This design comes from an exercise in tuning for small area and a short achievable clock period on the open sky130 flow, not from production work.
No activity file was given, so power comes from the tool's default toggle rates.

==> inputs of 04-11 <==
## link_engine
module link_engine (
    input  wire        clk,
    input  wire        role,           
    input  wire        op_valid,
    input  wire [11:0] op,
    output wire        op_ready,
    output reg         rsp_ok,
    output reg  [7:0]  rsp_data,
    output reg         line_req_out,
    output reg         line_dc_out
);
clock: 5.0 ns
lec_check: 0
cap_margin: 20
core_margin: 2
core_utilization: 80
cts_buf_list: sky130_fd_sc_hd__clkbuf_16
cts_cluster_diameter: 80
cts_cluster_size: 30
setup_slack_margin: 2.8
slew_margin: 20
synth_hierarchical: 1
synth_minimum_keep_size: 0
standard.sh (not shown) runs the stock make flow with config.mk's settings and CLKGATE_MAP_FILE= SYNTH_SCRIPT=/design/flow/synth_recipe.tcl, a recipe that flattens the netlist after the stock synthesis.
==> flow/flow/run.sh <==
#!/bin/bash
# Standard ORFS layout, with the port buffers made from buf_4 cells instead
# of the buffer that buffer_ports picks by default.
set -euo pipefail
bash standard.sh "BUFFER_PORTS_ARGS=-buffer_cell sky130_fd_sc_hd__buf_4" finish > orfs_make.log 2>&1
==> 07-13: changes against 04-11 <==
--- a/flow/design.v
+++ b/flow/design.v
@@ -18,33 +18,29 @@
                      S_DTX  = 3'd5,    
                      S_DCF  = 3'd6,    
                      S_DCA  = 3'd7;    
     assign op_ready = 1'b1;
     reg [2:0]     ls;
     reg [8*N-1:0] txm;                  
     reg [8*N-1:0] rxm;
-    reg [4:0]     tx_wh, rx_wh;         
-    reg [9:0]     tx_wl, rx_wl;         
-    reg [4:0]     tx_rh, rx_rh;         
-    reg [9:0]     tx_rl, rx_rl;         
+    reg [4:0]     tx_wh, tx_rh, rx_wh, rx_rh;    
+    reg [9:0]     tx_wl, tx_rl, rx_wl, rx_rl;    
     reg           tx_ne, tx_full, rx_ne, rx_full;
     reg [2:0]     tx_idx, rx_idx;
-    reg [7:0]     tx_byte;              
+    reg [7:1]     tx_byte;              
     reg [6:0]     rx_sh;                
     wire [7:0] tx_head, rx_head;
     wire       tx_wr_to_rd, tx_rd_to_wr, rx_wr_to_rd, rx_rd_to_wr;
-    wire [4:0] tx_whf = tx_wh | {5{tx_full}};
-    wire [4:0] rx_whf = rx_wh | {5{rx_full}};
     genvar s;
     generate
         for (s = 0; s < N; s = s + 1) begin : g_slot
             always @(posedge clk) begin
-                if (!(tx_whf[s / 10] | tx_wl[s % 10]))
+                if (!tx_full && !(tx_wh[s / 10] | tx_wl[s % 10]))
                     txm[8*s +: 8] <= op[7:0];
-                if (!(rx_whf[s / 10] | rx_wl[s % 10]))
+                if (!rx_full && !(rx_wh[s / 10] | rx_wl[s % 10]))
                     rxm[8*s +: 8] <= {op[0], rx_sh};
             end
         end
     endgenerate
     le_head_mux tx_mux (.rh(tx_rh), .rl(tx_rl), .m(txm), .head(tx_head));
     le_head_mux rx_mux (.rh(rx_rh), .rl(rx_rl), .m(rxm), .head(rx_head));
     le_ptr_cmp tx_cmp (.wh(tx_wh), .wl(tx_wl), .rh(tx_rh), .rl(tx_rl),
@@ -70,15 +66,15 @@
     wire t8 = ev_rqf && ls == S_RDY;
     wire t9 = ev_rqr && ls == S_DCF;
     wire tx_enq = is_send && !tx_full;
     wire tx_deq = t2 && tx_idx == 3'd7 && tx_ne;
     wire rx_enq = t8 && rx_idx == 3'd6 && !rx_full;
     wire rx_deq = is_recv && rx_ne;
     wire [2:0] tx_idx_inc = tx_idx + 3'd1;
-    wire       tx_bit = (tx_idx == 3'd7) ? (tx_ne && tx_byte[0]) : tx_byte[tx_idx_inc];
+    wire       tx_bit = (tx_idx == 3'd7) ? (tx_ne && tx_head[0]) : tx_byte[tx_idx_inc];
     always @(posedge clk) begin
         rsp_ok   <= is_init || tx_enq || ((is_recv || is_avail) && rx_ne);
         rsp_data <= rx_deq ? rx_head : 8'h00;
         if (is_init) begin
             ls           <= S_IDLE;
             line_req_out <= 1'b1;
             line_dc_out  <= 1'b1;
@@ -127,16 +123,16 @@
                 tx_idx <= tx_idx_inc;
             else if (tx_ne) begin
                 tx_idx  <= 3'd0;
                 tx_full <= 1'b0;
                 tx_ne   <= !tx_rd_to_wr;
             end
         end
-        if (tx_idx == 3'd7)
-            tx_byte <= tx_ne ? tx_head : op[7:0];
+        if (tx_deq)
+            tx_byte <= tx_head[7:1];
         if (is_init) begin
             rx_ne   <= 1'b0;
             rx_full <= 1'b0;
             rx_idx  <= 3'd7;
         end else if (t8) begin
             rx_idx <= rx_idx + 3'd1;
             if (rx_enq) begin
@@ -147,80 +143,92 @@
             rx_full <= 1'b0;
             rx_ne   <= !rx_rd_to_wr;
         end
         if (t8)
             rx_sh <= {op[0], rx_sh[6:1]};
         if (is_init) begin
             tx_wl <= 10'h3FE;  tx_wh <= 5'h1E;
-            tx_rl <= 10'h001;  tx_rh <= 5'h01;
+            tx_rl <= 10'h3FE;  tx_rh <= 5'h1E;
             rx_wl <= 10'h3FE;  rx_wh <= 5'h1E;
-            rx_rl <= 10'h001;  rx_rh <= 5'h01;
+            rx_rl <= 10'h3FE;  rx_rh <= 5'h1E;
         end else begin
             if (tx_enq) begin
                 tx_wl <= {tx_wl[8:0], tx_wl[9]};
                 if (!tx_wl[9]) tx_wh <= {tx_wh[3:0], tx_wh[4]};
             end
             if (tx_deq) begin
                 tx_rl <= {tx_rl[8:0], tx_rl[9]};
-                if (tx_rl[9]) tx_rh <= {tx_rh[3:0], tx_rh[4]};
+                if (!tx_rl[9]) tx_rh <= {tx_rh[3:0], tx_rh[4]};
             end
             if (rx_enq) begin
                 rx_wl <= {rx_wl[8:0], rx_wl[9]};
                 if (!rx_wl[9]) rx_wh <= {rx_wh[3:0], rx_wh[4]};
             end
             if (rx_deq) begin
                 rx_rl <= {rx_rl[8:0], rx_rl[9]};
-                if (rx_rl[9]) rx_rh <= {rx_rh[3:0], rx_rh[4]};
+                if (!rx_rl[9]) rx_rh <= {rx_rh[3:0], rx_rh[4]};
             end
         end
     end
 endmodule
 module le_head_mux (
     input  wire [4:0]   rh,
     input  wire [9:0]   rl,
     input  wire [399:0] m,
     output wire [7:0]   head
 );
-    wire [49:0]  nsel;               
-    wire [199:0] y;                  
+    wire [49:0]  rsel;
+    wire [135:0] y;                  
     genvar g, b;
     generate
         for (g = 0; g < 50; g = g + 1) begin : g_sel
-            assign nsel[g] = ~(rh[g / 10] & rl[g % 10]);
-        end
-        for (g = 0; g < 25; g = g + 1) begin : g_pair
+            assign rsel[g] = ~(rh[g / 10] | rl[g % 10]);
+        end
+        for (g = 0; g < 16; g = g + 1) begin : g_grp
             for (b = 0; b < 8; b = b + 1) begin : g_bit
-                le_oai22 u (.a1(nsel[2*g]),   .a2(m[16*g + b]),
-                            .b1(nsel[2*g+1]), .b2(m[16*g + 8 + b]),
-                            .y(y[8*g + b]));
-            end
-        end
-        for (b = 0; b < 8; b = b + 1) begin : g_and
-            wire [24:0] col;
-            for (g = 0; g < 25; g = g + 1) begin : g_c
+                le_aoi222 u (.a1(rsel[3*g]),   .b1(m[24*g + b]),
+                             .a2(rsel[3*g+1]), .b2(m[24*g + 8 + b]),
+                             .a3(rsel[3*g+2]), .b3(m[24*g + 16 + b]),
+                             .y(y[8*g + b]));
+            end
+        end
+        for (b = 0; b < 8; b = b + 1) begin : g_tail
+            le_aoi22 u (.a1(rsel[48]), .b1(m[384 + b]),
+                        .a2(rsel[49]), .b2(m[392 + b]),
+                        .y(y[128 + b]));
+        end
+        for (b = 0; b < 8; b = b + 1) begin : g_or
+            wire [16:0] col;
+            for (g = 0; g < 17; g = g + 1) begin : g_c
                 assign col[g] = y[8*g + b];
             end
-            assign head[b] = ~|col;
+            assign head[b] = ~&col;
         end
     endgenerate
 endmodule
 module le_ptr_cmp (
     input  wire [4:0] wh,
     input  wire [9:0] wl,
     input  wire [4:0] rh,
     input  wire [9:0] rl,
     output wire       wr_next_is_rd,
     output wire       rd_next_is_wr
 );
     wire [9:0] wl_n = {wl[8:0], wl[9]};
     wire [9:0] rl_n = {rl[8:0], rl[9]};
     wire [4:0] wh_n = wl[9] ? wh : {wh[3:0], wh[4]};
-    wire [4:0] rh_n = rl[9] ? {rh[3:0], rh[4]} : rh;
-    assign wr_next_is_rd = |(~wl_n & rl) & |(~wh_n & rh);
-    assign rd_next_is_wr = |(rl_n & ~wl) & |(rh_n & ~wh);
-endmodule
-module le_oai22 (
-    input  wire a1, a2, b1, b2,
+    wire [4:0] rh_n = rl[9] ? rh : {rh[3:0], rh[4]};
+    assign wr_next_is_rd = |(~wl_n & ~rl) & |(~wh_n & ~rh);
+    assign rd_next_is_wr = |(~rl_n & ~wl) & |(~rh_n & ~wh);
+endmodule
+module le_aoi222 (
+    input  wire a1, b1, a2, b2, a3, b3,
     output wire y
 );
-    assign y = ~((a1 | a2) & (b1 | b2));
-endmodule
+    assign y = ~((a1 & b1) | (a2 & b2) | (a3 & b3));
+endmodule
+module le_aoi22 (
+    input  wire a1, b1, a2, b2,
+    output wire y
+);
+    assign y = ~((a1 & b1) | (a2 & b2));
+endmodule
==> flow/run.sh (new file) <==
#!/bin/bash
# synth_recipe.tcl (not shown) runs the flow's synth.tcl, then flattens the netlist and writes it again
# the make line also repeats each setting of config.mk as NAME=value (left out here)
make -C /OpenROAD-flow-scripts/flow DESIGN_CONFIG=/design/flow/config.mk WORK_HOME=/design/flow/orfs CLKGATE_MAP_FILE= SYNTH_SCRIPT=/design/flow/synth_recipe.tcl finish
Settings changed: CORE_UTILIZATION 80 to 70, CTS_BUF_LIST sky130_fd_sc_hd__clkbuf_16 to sky130_fd_sc_hd__clkbuf_8, CTS_CLUSTER_DIAMETER 80 to 60, CTS_CLUSTER_SIZE 30 to 16, SETUP_SLACK_MARGIN 2.8 to 2.5.
removed: flow/flow/run.sh
removed: flow/standard.sh
==> run notes <==
Power in sequential cells: 04-11 9.71 mW; 07-13 10.1 mW
Crit. Startpoint: 04-11 tx_rh[1]; 07-13 tx_rl[8]
Initial detailed-routing violation count: 04-11 3257; 07-13 3613
Number of cells on the critical path: 04-11 6; 07-13 8
Multi-input logic cell count: 04-11 1116; 07-13 930
Hold EP: 04-11 rx_sh[4]; 07-13 rx_sh[1]
Synth Area in Adders: 04-11 0.152%; 07-13 0.193%
Met2 routed WL: 04-11 39100 µm; 07-13 38700 µm
Core Area: 04-11 40600 µm²; 07-13 45600 µm²
Run status: 04-11 no timing/DRC/antenna violations; 07-13 no timing/DRC/antenna violations
Vias after detailed routing: 04-11 20300; 07-13 19600
Layout area overhead: 04-11 6.21%; 07-13 9.00%
Final wirelength: 04-11 80200 µm; 07-13 79200 µm
Overall routing resource usage: 04-11 38.3%; 07-13 33.4%
Worst-case setup slack after placement: 04-11 2.11 ns; 07-13 1.48 ns
DP Area: 04-11 33500 µm²; 07-13 33500 µm²
Switching portion of total power: 04-11 24.2%; 07-13 29.0%
Transition time of the tightest slew-check pin: 04-11 0.930 ns; 07-13 1.10 ns
Die Y-Extent: 04-11 207 µm; 07-13 219 µm
Standard-cell rows: 04-11 74; 07-13 78
Fraction of standard cell area that is sequential: 04-11 75.0%; 07-13 74.1%
No run of this note included a check of the RTL's function; only the layout flow was run.

==> what the ideal ports hide <==
No port has a modelled driver above. Below, the same layouts with a new extraction and two added sets of constraints. Step 1 sets driving cells, clkbuf_16 on the clock port and buf_2 on the other inputs (assumed; they add their load-dependent delay and slew). Step 2, shift: input delay + t, output delay - t, t = (earliest + latest rising clock arrival at the registers) / 2. This alone moves slack from input paths to output paths. Slacks: ideal ports / drivers / drivers and shift; pairs: ideal ports / drivers.
| run | t (ns) | setup WS [ns] | hold slack, ns | clock arrival spread, ns | worst data-port slew with drivers (ns) |
|---|---|---|---|---|---|
| 04-11 | 0.637 | 2.659 / 2.659 / 2.282 | 0.460 / 0.460 / 0.460 | 0.024 / 0.024 | 0.04 |
| 07-13 | 0.742 | 2.187 / 2.187 / 1.890 | 0.460 / 0.460 / 0.460 | 0.055 / 0.055 | 0.03 |
After both steps setup and hold are still met in every run listed. The setup slack of 04-11, which loses most, moves by 0.000 ns with the drivers and by -0.377 ns with both steps.
